Source: an optimization exercise on an open RTL-to-GDS flow (aim: small area, a short achievable clock period and few clock cycles per item). Production flows keep margins and buffers that such runs may drop.
RTL that was checked went through simulation tests only; none was proved equivalent to the original.
Power is estimated from default activity; no workload was simulated.

==> flow/design.v (excerpt) <==
module agon_crypto (
    input  wire       clk,
    input  wire       rst,               
    input  wire       req,               
    input  wire       we,                
    input  wire       peek,              
    input  wire [7:0] addr,              
    input  wire [7:0] wdata,             
    input  wire       op_allowed,        
    input  wire       write_protected,   
    output wire       busy,              
    output reg  [7:0] rdata              
);
For scale: about 6500 cells after synthesis, ~1700 flip-flops, roughly 32 I/O pins, roughly 73000 sq um of cells after synthesis.
make LEC_CHECK=0 ABC_CLOCK_PERIOD_IN_PS=4000 CAP_MARGIN=20 CORE_MARGIN=2 CORE_UTILIZATION=40 PLACE_DENSITY=0.6 SETUP_SLACK_MARGIN=5 SLEW_MARGIN=20 finish   # period 10.0 ns
run.sh (not shown) runs the stock make flow with config.mk's settings and CLKGATE_MAP_FILE= SYNTH_SCRIPT=/design/flow/synth_recipe.tcl, a recipe that flattens the netlist after the stock synthesis.
Testbench counts at the start, summed over its fixed seeds: cycles 14,722, blocks 129.
==> next run, changes <==
--- a/flow/design.v
+++ b/flow/design.v
@@ -83,22 +83,22 @@
     reg        running;      
     reg [6:0]  t;            
     reg [31:0] va, vb, vc, vd, ve, vf, vg, vh;
     reg [31:0] W [0:15];     
     reg [31:0] hkw;          
     reg [31:0] kreg;         
     wire go     = ~running & p_comp & ~p_init & ~p_zero;
     wire start  = pend & go;
+    wire rd_hold = pend | (running & ~t[6]);
+    wire wr_hold = pend & ~go;
     reg         pw_v;
     reg  [3:0]  pw_word;
     reg  [1:0]  pw_lane;
     reg  [7:0]  pw_dat;
-    wire rd_hold = pend | running | pw_v;
-    wire wr_hold = pend & ~go;
     wire        stream = running & (t <= 7'd13);     
     wire        stuck  = pw_v & stream & ({3'b000, pw_word} > t + 7'd2);
     assign busy = we ? (wr_hold | stuck) : (rd_hold | stuck);
     wire       accept   = req & ~busy;
     wire [5:0] idx      = addr[7:2];
     wire [1:0] lane     = addr[1:0];
     wire       wr_acc   = accept & we;
     wire       wr_do    = wr_acc & (peek | ~write_protected);
@@ -107,55 +107,56 @@
     wire       op_zero  = wdata[4];
     wire       op_init  = ~wdata[4] & ((wdata & 8'h0e) == 8'h0a);
     wire       op_comp  = ~wdata[4] & ((wdata & 8'h0a) == 8'h0a);
     wire       ctrl_now = ctrl_wr & ~running & ~pend;
     wire       ctrl_q   = ctrl_wr & (running | pend);
     wire       exec_q   = pend & ~running;
     wire       blk_wr   = wr_do & (idx >= BLOCK_IDX) & (idx < BLOCK_IDX + 6'd16);
     wire [3:0] blk_word = idx[3:0] - BLOCK_IDX[3:0];
-    reg [15:0] s_strm;       
-    reg [15:0] bsel;         
-    reg [7:0]  hsel;         
-    reg [31:0] rd_word;
-    reg [31:0] r_word;
+    reg [15:0] r_bsel;       
+    reg [7:0]  r_hsel;       
     reg [3:0]  r_lsel;       
-    integer    q;
+    reg [7:0]  rd_lane [0:3];
+    integer    q, n;
     always @(*) begin
-        for (q = 0; q < 16; q = q + 1)
-            bsel[q] = stream ? s_strm[q] : (rd_idx == BLOCK_IDX + q);
-        for (q = 0; q < 8; q = q + 1)
-            hsel[q] = ~stream & ((rd_idx == STATE_IDX + q) | ((q == 7) && (rd_idx == LAST_IDX)));
-        rd_word = 32'h0;
-        for (q = 0; q < 16; q = q + 1)
-            rd_word = rd_word | (B[q] & {32{bsel[q]}});
-        for (q = 0; q < 8; q = q + 1)
-            rd_word = rd_word | (H[q] & {32{hsel[q]}});
-        rdata = (r_word[7:0]   & {8{r_lsel[0]}}) | (r_word[15:8]  & {8{r_lsel[1]}}) |
-                (r_word[23:16] & {8{r_lsel[2]}}) | (r_word[31:24] & {8{r_lsel[3]}});
+        for (n = 0; n < 4; n = n + 1) begin
+            rd_lane[n] = 8'h00;
+            for (q = 0; q < 16; q = q + 1)
+                rd_lane[n] = rd_lane[n] | (B[q][8*n +: 8] & {8{r_bsel[q]}});
+            for (q = 0; q < 8; q = q + 1)
+                rd_lane[n] = rd_lane[n] | (H[q][8*n +: 8] & {8{r_hsel[q]}});
+        end
+        rdata = (rd_lane[0] & {8{r_lsel[0]}}) | (rd_lane[1] & {8{r_lsel[1]}}) |
+                (rd_lane[2] & {8{r_lsel[2]}}) | (rd_lane[3] & {8{r_lsel[3]}});
     end
     wire [31:0] ch     = (ve & vf) ^ (~ve & vg);
     wire [31:0] maj    = (va & vb) ^ (va & vc) ^ (vb & vc);
     wire [31:0] a_new  = big_s0(va) + maj + hkw + big_s1(ve) + ch;
     wire [31:0] e_new  = vd + hkw + big_s1(ve) + ch;
     wire [31:0] hkw_nx = (running ? vg : H[7]) + (running ? kreg : K_TABLE[31:0]) +
                          (running ? W[15] : B[0]);
     wire [31:0] wnew   = small_s1(W[14]) + W[9] + small_s0(W[1]) + W[0];
-    wire [31:0] b_strm = rd_word;
+    wire [31:0] b_strm = {rd_lane[3], rd_lane[2], rd_lane[1], rd_lane[0]};
     wire        fin    = running & (t >= 7'd61);
     wire [31:0] sum_a  = H[3] + va;
     wire [31:0] sum_e  = H[7] + ve;
     wire [7:0]  b_dat  = pw_dat & {8{~rst}};
     integer i, j, l;
     always @(posedge clk) begin
-        if (~running)
-            s_strm <= 16'h0004;
+        if (start)
+            r_bsel <= 16'h0004;
+        else if (running & (t <= 7'd12))
+            r_bsel <= {r_bsel[14:0], 1'b0};
         else
-            s_strm <= {s_strm[14:0], 1'b0};
-        r_word <= rd_word;
+            for (j = 0; j < 16; j = j + 1)
+                r_bsel[j] <= (rd_idx == BLOCK_IDX + j);
+        for (j = 0; j < 8; j = j + 1)
+            r_hsel[j] <= ~start & ~(running & (t <= 7'd12)) &
+                         ((rd_idx == STATE_IDX + j) | ((j == 7) && (rd_idx == LAST_IDX)));
         for (l = 0; l < 4; l = l + 1)
             r_lsel[l] <= (lane == l);
     end
     always @(posedge clk) begin
         if (rst)
             pw_v <= 1'b0;
         else if (~stuck) begin
             pw_v    <= blk_wr;
Total power falls by a few percent.
Wire length rises by roughly a tenth.
Final cell count rises slightly.
Maximum frequency falls by a few percent.
Worst setup slack got worse by 0.20 ns.
Hold slack got worse by 0.018 ns.
Global-route usage rises by 3.3 points.
Combinational power rises by a few percent.
Cell area barely changes.
Non-clock buffer count rises by 97.
Clock skew rises by 0.027 ns.
Clock power falls by a few percent.
Count of clock-buffer cells in the layout rises by 9.
Synthesized cell count rises slightly.
Function not checked in the second run of this note: the RTL went through the layout flow alone.

## static timing again, ports no longer ideal
The flow's constraints put no driver on any port. The routed layouts listed below were extracted and timed again, unchanged, in two steps.
Step 1 assumes that a clkbuf_16 drives the clock port and a buf_2 every other input.
Step 2 moves the port delays by t, midway between the first and last clock arrival at a register: inputs arrive t later, outputs are due t later. That takes back most of the time a late clock gives input paths.
Slacks: no drivers / after step 1 / after step 2; pairs: no drivers / after step 1.
| run | t, ns | setup slack, ns | worst setup path at the end |
|---|---|---|---|
| the first run | 0.887 | 5.023 / 5.023 / 4.307 | input to register |
| the second run | 0.917 | 4.824 / 4.739 / 4.313 | input to register |
After both steps every run listed still meets setup and hold. The setup slack of the first run, which loses most, moves by 0.000 ns with the drivers and by -0.716 ns with both steps.
